What follows belongs to an exercise in optimizing a design on an open flow for small area, a short achievable clock period and few clock cycles per item; a production flow would make more cautious choices.
For this run, only the layout was checked, not whether the RTL still works.
Power is estimated from default activity; no workload was simulated.

**design/flow/run.sh**
```bash
#!/bin/bash
# synth_recipe.tcl (not shown) runs the flow's synth.tcl, then flattens the netlist and writes it again
# the make line also repeats each setting of config.mk as NAME=value (left out here)
make -C /OpenROAD-flow-scripts/flow DESIGN_CONFIG=/design/flow/config.mk WORK_HOME=/design/flow/orfs CLKGATE_MAP_FILE= SYNTH_SCRIPT=/design/flow/synth_recipe.tcl finish
```
**design/flow/config.mk**
```make
export PLATFORM = sky130hd
export DESIGN_NAME = pfb_unit
export DESIGN_NICKNAME = pfb_unit
export VERILOG_FILES = /design/flow/design.v
export SDC_FILE = /design/flow/constraint.sdc
export NUM_CORES = 4
export LEC_CHECK = 0
export ABC_CLOCK_PERIOD_IN_PS = 3000
export CAP_MARGIN = 20
export CORE_MARGIN = 2
export CORE_UTILIZATION = 40
export SETUP_SLACK_MARGIN = 5
export SLEW_MARGIN = 20
```
**design/flow/constraint.sdc**
```tcl
create_clock -name core_clock -period 10.0 [get_ports {clk}]
set_input_delay 2.0000 -clock core_clock [delete_from_list [all_inputs] [get_ports {clk}]]
set_output_delay 2.0000 -clock core_clock [all_outputs]
set_load 0.01 [all_outputs]
```
**design/flow/design.v**
```verilog
module pfb_unit (
    input  wire         clk,
    input  wire         rst,
    input  wire         in_valid,
    output wire         in_ready,
    input  wire [1:0]   in_op,
    input  wire [2:0]   in_q,
    input  wire [7:0]   in_start,
    input  wire [7:0]   in_end,
    input  wire [5:0]   in_len,
    input  wire [63:0]  in_value,
    input  wire [255:0] in_buf,
    output wire         out_valid,
    output wire [255:0] out_buf,
    output wire [63:0]  out_value,
    output wire [31:0]  out_crc,
    output wire [3:0]   out_status
);
    localparam OP_PACK   = 2'd0;
    localparam OP_UNPACK = 2'd1;
    localparam OP_CRC    = 2'd2;
    wire       i_lsw = in_q[2];
    wire       i_le  = in_q[1];
    wire       i_pu  = (in_op == OP_PACK) || (in_op == OP_UNPACK);
    wire [8:0] i_w9  = {1'b0, in_start} - {1'b0, in_end} + 9'd1;
    wire       i_inv = in_start < in_end;
    wire       i_wide = i_w9 > 9'd64;
    wire       i_blen = (i_le | i_lsw) && (in_len[1:0] != 2'b00);
    wire       i_bnd  = ({1'b0, in_start} >= {in_len, 3'b000}) || (in_len > 6'd32);
    reg [3:0]  i_st;
    always @(*) begin
        i_st = 4'h0;
        if (i_pu) begin
            if (i_inv)       i_st = 4'h1;
            else if (i_wide) i_st = 4'h2;
            else if (i_blen) i_st = 4'h8;
            else if (i_bnd)  i_st = 4'h9;
        end else if (in_op == OP_CRC) begin
            if (in_len[1:0] != 2'b00) i_st = 4'h8;
            else if (in_len > 6'd32)  i_st = 4'h9;
        end
    end
    wire       i_fitchk = (in_op == OP_PACK) && !i_inv && !i_wide && (i_w9 != 9'd64);
    wire [5:0] i_off = i_lsw ? 6'd0 : (6'd32 - in_len);
    wire [7:0] i_ue  = in_end   + {i_off[4:0], 3'b000};
    wire [7:0] i_us  = in_start + {i_off[4:0], 3'b000};
    wire [1:0] i_c   = i_ue[7:6];
    wire [1:0] i_c2  = i_us[7:6];
    wire [1:0] i_pca = i_c ^ {~i_lsw, ~i_lsw};
    wire [1:0] i_pcb = (i_c + 2'd1) ^ {~i_lsw, ~i_lsw};
    wire       i_crc_ok = (in_op == OP_CRC) && (in_len[1:0] == 2'b00) && (in_len <= 6'd32)
                          && (in_len != 6'd0);
    wire [1:0] i_extra  = i_crc_ok ? in_len[4:3] - {1'b0, ~in_len[2]} : 2'd0;
    reg         s1_v;
    reg [1:0]   s1_op;
    reg [2:0]   s1_q;
    reg [63:0]  s1_value;
    reg [255:0] s1_buf;
    reg [3:0]   s1_st;
    reg         s1_fitchk;
    reg [6:0]   s1_w;
    reg [5:0]   s1_r;
    reg [5:0]   s1_hi;
    reg [1:0]   s1_pca;
    reg [1:0]   s1_pcb;
    reg         s1_cross;
    reg         s1_crc;
    reg         s1_odd;
    reg [1:0]   s1_cnt;
    reg [1:0]   s1_step;
    reg         rdy;
    wire accept = in_valid & rdy;
    always @(posedge clk) begin
        if (rdy) begin
            s1_op     <= in_op;
            s1_q      <= in_q;
            s1_value  <= in_value;
            s1_buf    <= in_buf;
            s1_st     <= i_st;
            s1_fitchk <= i_fitchk;
            s1_w      <= i_w9[6:0];
            s1_r      <= i_ue[5:0];
            s1_hi     <= i_us[5:0];
            s1_pca    <= i_pca;
            s1_pcb    <= i_pcb;
            s1_cross  <= i_c2 != i_c;
            s1_crc    <= i_crc_ok;
            s1_odd    <= in_len[2];
        end
    end
    always @(posedge clk) begin
        if (rst) begin
            s1_v   <= 1'b0;
            rdy    <= 1'b1;
            s1_cnt <= 2'd0;
            s1_step <= 2'd0;
        end else if (accept) begin
            s1_v    <= 1'b1;
            s1_cnt  <= i_extra;
            s1_step <= 2'd0;
            rdy     <= (i_extra == 2'd0);
        end else if (s1_v && s1_cnt != 2'd0) begin
            s1_cnt  <= s1_cnt - 2'd1;
            s1_step <= s1_step + 2'd1;
            rdy     <= (s1_cnt == 2'd1);
        end else begin
            s1_v <= 1'b0;
            rdy  <= 1'b1;
        end
    end
    wire mr   = s1_q[0];
    wire le_n = ~s1_q[1];
    wire ls_n = ~s1_q[2];
    function [63:0] perm;
        input [63:0] x;
        input        a_mr, a_le_n, a_ls_n;
        reg   [63:0] t1, t2;
        integer u;
        begin
            for (u = 0; u < 64; u = u + 1) t1[u] = a_mr   ? x[u ^ 7]   : x[u];
            for (u = 0; u < 64; u = u + 1) t2[u] = a_le_n ? t1[u ^ 24] : t1[u];
            for (u = 0; u < 64; u = u + 1) perm[u] = a_ls_n ? t2[u ^ 32] : t2[u];
        end
    endfunction
    wire [2:0] m_hi = {ls_n, le_n, le_n};
    wire [2:0] m_lo = {mr, mr, mr};
    reg  [7:0] gtb, eqb, geb, ltb, eqh, leb;
    reg  [63:0] ge, le;
    integer j, p;
    always @(*) begin
        for (j = 0; j < 8; j = j + 1) begin
            gtb[j] = (j[2:0] ^ m_hi) >  s1_r[5:3];
            eqb[j] = (j[2:0] ^ m_hi) == s1_r[5:3];
            geb[j] = (j[2:0] ^ m_lo) >= s1_r[2:0];
            ltb[j] = (j[2:0] ^ m_hi) <  s1_hi[5:3];
            eqh[j] = (j[2:0] ^ m_hi) == s1_hi[5:3];
            leb[j] = (j[2:0] ^ m_lo) <= s1_hi[2:0];
        end
        for (p = 0; p < 64; p = p + 1) begin
            ge[p] = gtb[p / 8] | (eqb[p / 8] & geb[p % 8]);
            le[p] = ltb[p / 8] | (eqh[p / 8] & leb[p % 8]);
        end
    end
    wire [63:0] xa = s1_buf[s1_pca * 64 +: 64];
    wire [63:0] xb = s1_buf[s1_pcb * 64 +: 64];
    wire [63:0] wp    = (ge & xa) | (~ge & xb);
    wire [63:0] wt    = perm(wp, mr, le_n, ls_n);
    wire [127:0] wt2  = {wt, wt} >> s1_r;
    reg  [63:0] wmask;
    integer i;
    always @(*) for (i = 0; i < 64; i = i + 1) wmask[i] = (i < s1_w);
    wire [63:0] unpacked = wt2[63:0] & wmask;
    wire [127:0] rl2  = {s1_value, s1_value} << s1_r;
    wire [63:0] rv    = perm(rl2[127:64], mr, le_n, ls_n);
    wire [63:0] mska  = ge & ({64{s1_cross}} | le);
    wire [63:0] mskb  = {64{s1_cross}} & le;
    wire        misfit = s1_fitchk && ((s1_value & ~wmask) != 64'd0);
    wire [3:0]  st     = misfit ? 4'h2 : s1_st;
    wire        ok     = (st == 4'h0);
    wire        okpack = ok && (s1_op == OP_PACK);
    wire        okunp  = ok && (s1_op == OP_UNPACK);
    reg [255:0] nbuf;
    integer k;
    always @(*) begin
        for (k = 0; k < 4; k = k + 1)
            nbuf[k * 64 +: 64] =
                ((okpack && s1_pca == k) ? mska : 64'd0) |
                ((okpack && s1_pcb == k) ? mskb : 64'd0);
        nbuf = (nbuf & {rv, rv, rv, rv}) | (~nbuf & s1_buf);
    end
    wire [2:0] wlo = {s1_step, 1'b0} - {2'b00, s1_odd};
    wire [2:0] whi = {s1_step, 1'b0} + {2'b00, ~s1_odd};
    wire       zlo = s1_odd && (s1_step == 2'd0);
    wire [31:0] dlo = zlo ? 32'd0 : s1_buf[wlo * 32 +: 32];
    wire [31:0] dhi = s1_buf[whi * 32 +: 32];
    function [31:0] bswap;
        input [31:0] x;
        bswap = {x[7:0], x[15:8], x[23:16], x[31:24]};
    endfunction
    reg  [31:0] crc_r;
    wire [31:0] crc_y = (s1_step == 2'd0) ? (s1_odd ? 32'h6DD90A9D : 32'h0) : crc_r;
    wire [63:0] crc_d = {bswap(dhi), bswap(dlo)};
    wire [63:0] crc_t = {crc_d[63:32], crc_d[31:0] ^ crc_y};
    reg  [31:0] crc_c;
    always @(*) begin
        crc_c[0] = ^(crc_t & 64'h04D101DF481B4E5A) ^ 1'b1;
        crc_c[1] = ^(crc_t & 64'h09A203BE90369CB5) ^ 1'b0;
        crc_c[2] = ^(crc_t & 64'h1344077D206D396B) ^ 1'b0;
        crc_c[3] = ^(crc_t & 64'h26880EFA40DA72D7) ^ 1'b1;
        crc_c[4] = ^(crc_t & 64'h4D101DF481B4E5AF) ^ 1'b0;
        crc_c[5] = ^(crc_t & 64'h9A203BE90369CB5E) ^ 1'b1;
        crc_c[6] = ^(crc_t & 64'h3091760D4EC8D8E6) ^ 1'b1;
        crc_c[7] = ^(crc_t & 64'h6122EC1A9D91B1CD) ^ 1'b0;
        crc_c[8] = ^(crc_t & 64'hC245D8353B23639A) ^ 1'b1;
        crc_c[9] = ^(crc_t & 64'h805AB1B53E5D896E) ^ 1'b1;
        crc_c[10] = ^(crc_t & 64'h046462B534A05C86) ^ 1'b1;
        crc_c[11] = ^(crc_t & 64'h08C8C56A6940B90C) ^ 1'b1;
        crc_c[12] = ^(crc_t & 64'h11918AD4D2817218) ^ 1'b1;
        crc_c[13] = ^(crc_t & 64'h232315A9A502E430) ^ 1'b0;
        crc_c[14] = ^(crc_t & 64'h46462B534A05C860) ^ 1'b1;
        crc_c[15] = ^(crc_t & 64'h8C8C56A6940B90C0) ^ 1'b1;
        crc_c[16] = ^(crc_t & 64'h1DC9AC92600C6FDA) ^ 1'b0;
        crc_c[17] = ^(crc_t & 64'h3B935924C018DFB5) ^ 1'b1;
        crc_c[18] = ^(crc_t & 64'h7726B2498031BF6A) ^ 1'b0;
        crc_c[19] = ^(crc_t & 64'hEE4D649300637ED5) ^ 1'b0;
        crc_c[20] = ^(crc_t & 64'hD84BC8F948DDB3F0) ^ 1'b0;
        crc_c[21] = ^(crc_t & 64'hB446902DD9A029BB) ^ 1'b1;
        crc_c[22] = ^(crc_t & 64'h6C5C2184FB5B1D2C) ^ 1'b0;
        crc_c[23] = ^(crc_t & 64'hD8B84309F6B63A59) ^ 1'b0;
        crc_c[24] = ^(crc_t & 64'hB5A187CCA5773AE8) ^ 1'b1;
        crc_c[25] = ^(crc_t & 64'h6F920E4602F53B8A) ^ 1'b0;
        crc_c[26] = ^(crc_t & 64'hDF241C8C05EA7715) ^ 1'b1;
        crc_c[27] = ^(crc_t & 64'hBA9938C743CFA071) ^ 1'b0;
        crc_c[28] = ^(crc_t & 64'h71E37051CF840EB8) ^ 1'b0;
        crc_c[29] = ^(crc_t & 64'hE3C6E0A39F081D70) ^ 1'b1;
        crc_c[30] = ^(crc_t & 64'hC35CC098760B74BB) ^ 1'b1;
        crc_c[31] = ^(crc_t & 64'h826880EFA40DA72D) ^ 1'b0;
    end
    reg         ov_r;
    reg [255:0] buf_r;
    reg [63:0]  val_r;
    reg [3:0]   st_r;
    always @(posedge clk) begin
        if (rst)
            ov_r <= 1'b0;
        else
            ov_r <= s1_v && (s1_cnt == 2'd0);
        buf_r <= nbuf;
        val_r <= okunp ? unpacked : s1_value;
        st_r  <= st;
        crc_r <= s1_crc ? crc_c : 32'd0;
    end
    assign in_ready   = rdy;
    assign out_valid  = ov_r;
    assign out_buf    = buf_r;
    assign out_value  = val_r;
    assign out_crc    = crc_r;
    assign out_status = st_r;
endmodule
```
==> impl_metrics.csv <==
group,metric,value,unit
status,status,"no timing/DRC/antenna violations",
drt,wl_per_cell,40.1,um
drt,vias,53029,
worst_setup_path,cp-end-kind,"register",
pwr,power_frac_comb,61.8,%
layout,fin_cells,7669,
logic_synthesis,synth_warnings,1,
sta,tightest_slew,1.26,ns
logic_synthesis,ys.flop_type,"dfxtp_1",
pwr,cellInternalPower,9.61,mW
clocking,root_buffer,"clkbuf_16",
floorplanning,io_pins,708,
worst_setup_path,cp.required,10.58,ns
logic_synthesis,synth.cell_area,57000,sq um
sta,hold_viol,0,
global_route,grtUsageTotal,40.6,%
layout,final_core_util,51.9,%
pwr,switching_share,46.6,%
place,finalWeightedCongestion,1.06,
worst_setup_path,path_max_fanout,49,
flow_run,maxCapViolCount,0,
logic_synthesis,synthCells,4955,
layout,final_cell_mix,"clkdlybuf4s50_1 (703), mux4_2 (597), xnor2_1 (386)",
logic_synthesis,seq_area_frac_synth,31.4,%
floorplanning,core_area,142000,sq um
floorplanning,initial_utilization,40.3,%
layout,multi_input_area,39700,sq um
layout,final_common_cell,"clkdlybuf4s50_1",
worst_setup_path,regToRegSetupSlack,4.86,ns
sta,post-route-period-util,51.4,%
drt,routed_wl,307000,um
logic_synthesis,postSynth.asyncResetShare,0,%
sta,drv_slew,0,
pwr,p_leak,26.3,nW
sta,rsz0062_at_grt,"true",
pwr,seq_power_share,20.3,%
layout,seqCellArea,17900,sq um
sta,setup_tns,0,ns
floorplanning,fp.dieArea,146000,sq um
sta,finalSetupViolations,0,
global_route,grt_max_degree,138,
drt,via_per_inst,6.91,
layout,layout.nets,6116,
layout,area_delta_synth_final,28.8,%
place,hpwl,236000,um
pwr,pwr-share-clk,17.9,%
sta,finalCriticalPeriod,5.14,ns
place,dp.cells,7309,
worst_setup_path,start_kind,"register",
min_path,min_path_type,"register to register",
global_route,antenna_found_initial,10,
global_route,gr-total-overflow,0,
clocking,clock_latency,0.75,ns
pwr,p_sw,8.40,mW
worst_setup_path,worstPathArrival,5.72,ns
drt,first_pass_iters,9,
floorplanning,rows,138,
drt,drtAntennaViolNets,0,
sta,hold-worst-slack,0.448,ns
drt,dr.first_iter.drc_count,8800,
global_route,grt_first_pass_wirelength,413000,um
floorplanning,dieWidth,382,um
logic_synthesis,avgSynthCellArea,11.5,sq um
clocking,htree_levels,3,
pwr,peakVddDrop,0.000168,V
sta,clock_skew,0.0550,ns
logic_synthesis,synth-seq-cells,717,
pwr,power.density,245,nW/um^2
drt,drc,0,
layout,layout-drive-gt1-share,30.2,%
logic_synthesis,synth-edff-count,355,
global_route,grt_pass1_vias,49320,
floorplanning,die_h,382,um
sta,slew_headroom,15.8,%
layout,layout.filler_cells,12467,
clocking,cts_tree,"done",
place,port_buffers,706,
clocking,clkSlewWorstSetupHoldPaths,0.06,ns
logic_synthesis,syn-num-nets,5371,
logic_synthesis,synthDistinctLibCells,95,
clocking,cts.path.max_buffers,3,
clocking,numCtsBuffers,83,
worst_setup_path,path_class,"register to register",
clocking,cts_sinks,717,
sta,fmax,194,MHz
==> metrics by stage <==
stage	cell area (sq um)	power (mW)	worst slack, ns
final	73400	18.0	4.86
after global routing	73400	18.3	4.96
after CTS	71600	17.2	4.94
after detailed placement	66400	13.3	2.55
after global placement	66300	13.3	2.51
after floorplan	57600	9.52	4.96
==> cell type report <==
cell class,instances,area share [%]
clock inverter,48,0.798
sequential,717,24.4
multi-input combinational,3782,54.0
antenna,8,0.0273
timing repair buffer,1033,13.8
timing repair inverter,5,0.0733
inverter,78,0.586
clock buffer,108,3.07
tap,1890,3.22
==> power groups by stage <==
| stage | Sequential, mW | Combinational, mW | Clock (mW) |
|---|---|---|---|
| after floorplan | 3.60 | 5.92 | 0 |
| after global placement | 3.70 | 9.60 | 0 |
| after detailed placement | 3.69 | 9.61 | 0 |
| after CTS | 3.63 | 10.3 | 3.26 |
| after global routing | 3.65 | 11.3 | 3.36 |
| final | 3.65 | 11.1 | 3.22 |
==> cells by family after synthesis <==
logic type,Yosys count,share of synthesized area [%]
muxes,1290,36.5
AOI/OAI and AO/OA,1125,13.0
and+or+nand+nor,758,6.02
DFF,717,31.4
xor gates and xnor gates,534,8.23
buffers and inverters,462,3.32
adders and majority gates,68,1.56
other,1,0.00658
==> worst paths after layout <==
kind / from / to / cells past startpoint
setup reg to reg: s1_w[4] / buf_r[177] / 17
hold / removal: s1_v / ov_r / 2
setup / recovery: s1_w[4] / buf_r[177] / 17
hold reg to reg: s1_v / ov_r / 2
==> metal layers <==
metal / global-route usage [%] / wire [um] / share of wire, % / up-vias
met2: 56.8 / 125000 / 41 / 4631
met5: 1.55 / 319 / 0.10 / -
met1: 54.8 / 120000 / 39 / 26608
met4: 19.8 / 18700 / 6.1 / 16
li1: - / - / - / 21031
met3: 15.1 / 43700 / 14 / 743
==> worst max-delay path, cell delays in order (launching register included) <==
cell and delay [ns]:
edfxtp_1 0.44, buf_4 0.23, and2_2 0.28, nand2_1 0.17, a22o_1 0.27, a222oi_1 0.50, nand4_1 0.28, a2111o_1 0.44
o21ai_2 0.21, nor2b_4 0.22, inv_2 0.07, nor3b_4 0.23, buf_12 0.21, nand3b_1 0.09, buf_4 0.26, buf_8 0.23
o22ai_1 0.29, mux2_2 0.38
==> registers in the layout (all words and copies together) (netlist names), 3 cells and up <==
signal,flops
crc_r,32
s1_value,64
buf_r,256
s1_buf,256
st_r,3
s1_hi,6
s1_st,3
s1_w,7
s1_r,6
val_r,64
s1_q,3
==> synthesized netlist by cell type (20+ instances only) <==
library cell    n  share of area (%)
mux4_2        597                 24
xnor2_1       404                6.2
mux2i_1       369                6.5
dfxtp_1       362                 13
edfxtp_1      355                 19
nand2_1       328                2.2
o22ai_1       311                3.4
mux2_2        308                6.1
o21ai_0       260                2.3
clkbuf_1      227                1.5
nor2_1        204                1.3
xor2_1        129                2.0
a21oi_1       128                1.1
buf_1          72               0.47
buf_2          72               0.63
inv_1          70               0.46
ha_1           60                1.3
and2_1         47               0.52
o211ai_1       43               0.57
a211oi_1       38               0.50
nand2b_1       30               0.33
nor3_1         30               0.26
o21a_1         28               0.37
o21ai_1        28               0.25
o21bai_1       28               0.37
a22o_1         27               0.41
a21o_1         26               0.34
nand3_1        20               0.18
==> timing repair <==
action | in CTS | in global routing
buffers inserted | 82 | 99
endpoints found under the setup margin | 352 | 292
hold buffers | 0 | 0
endpoints found under the hold margin | 0 | 0
resized for setup | 318 | 192
pin swaps | 37 | 55
cloned | 11 | 4

==> static timing again, ports no longer ideal <==
How much do the figures lean on ideal ports? The routed layout below was timed once more, with nothing changed but the port constraints.
Step 1 assumes that a clkbuf_16 drives the clock port and a buf_2 every other input.
Step 2 also shifts input and output timing later by t, the mid clock arrival at the registers, as if the neighbouring blocks saw the same clock.
Slacks: no drivers / after step 1 / after step 2; pairs: no drivers / after step 1.
shift t [ns]: 0.802
setup WS [ns]: 4.855 / 4.855 / 4.583
pins driven straight from the clock port: 1
After both steps setup and hold are still met in this run. For this run, drivers alone change the setup slack by 0.000 ns; drivers and shift together by -0.272 ns.
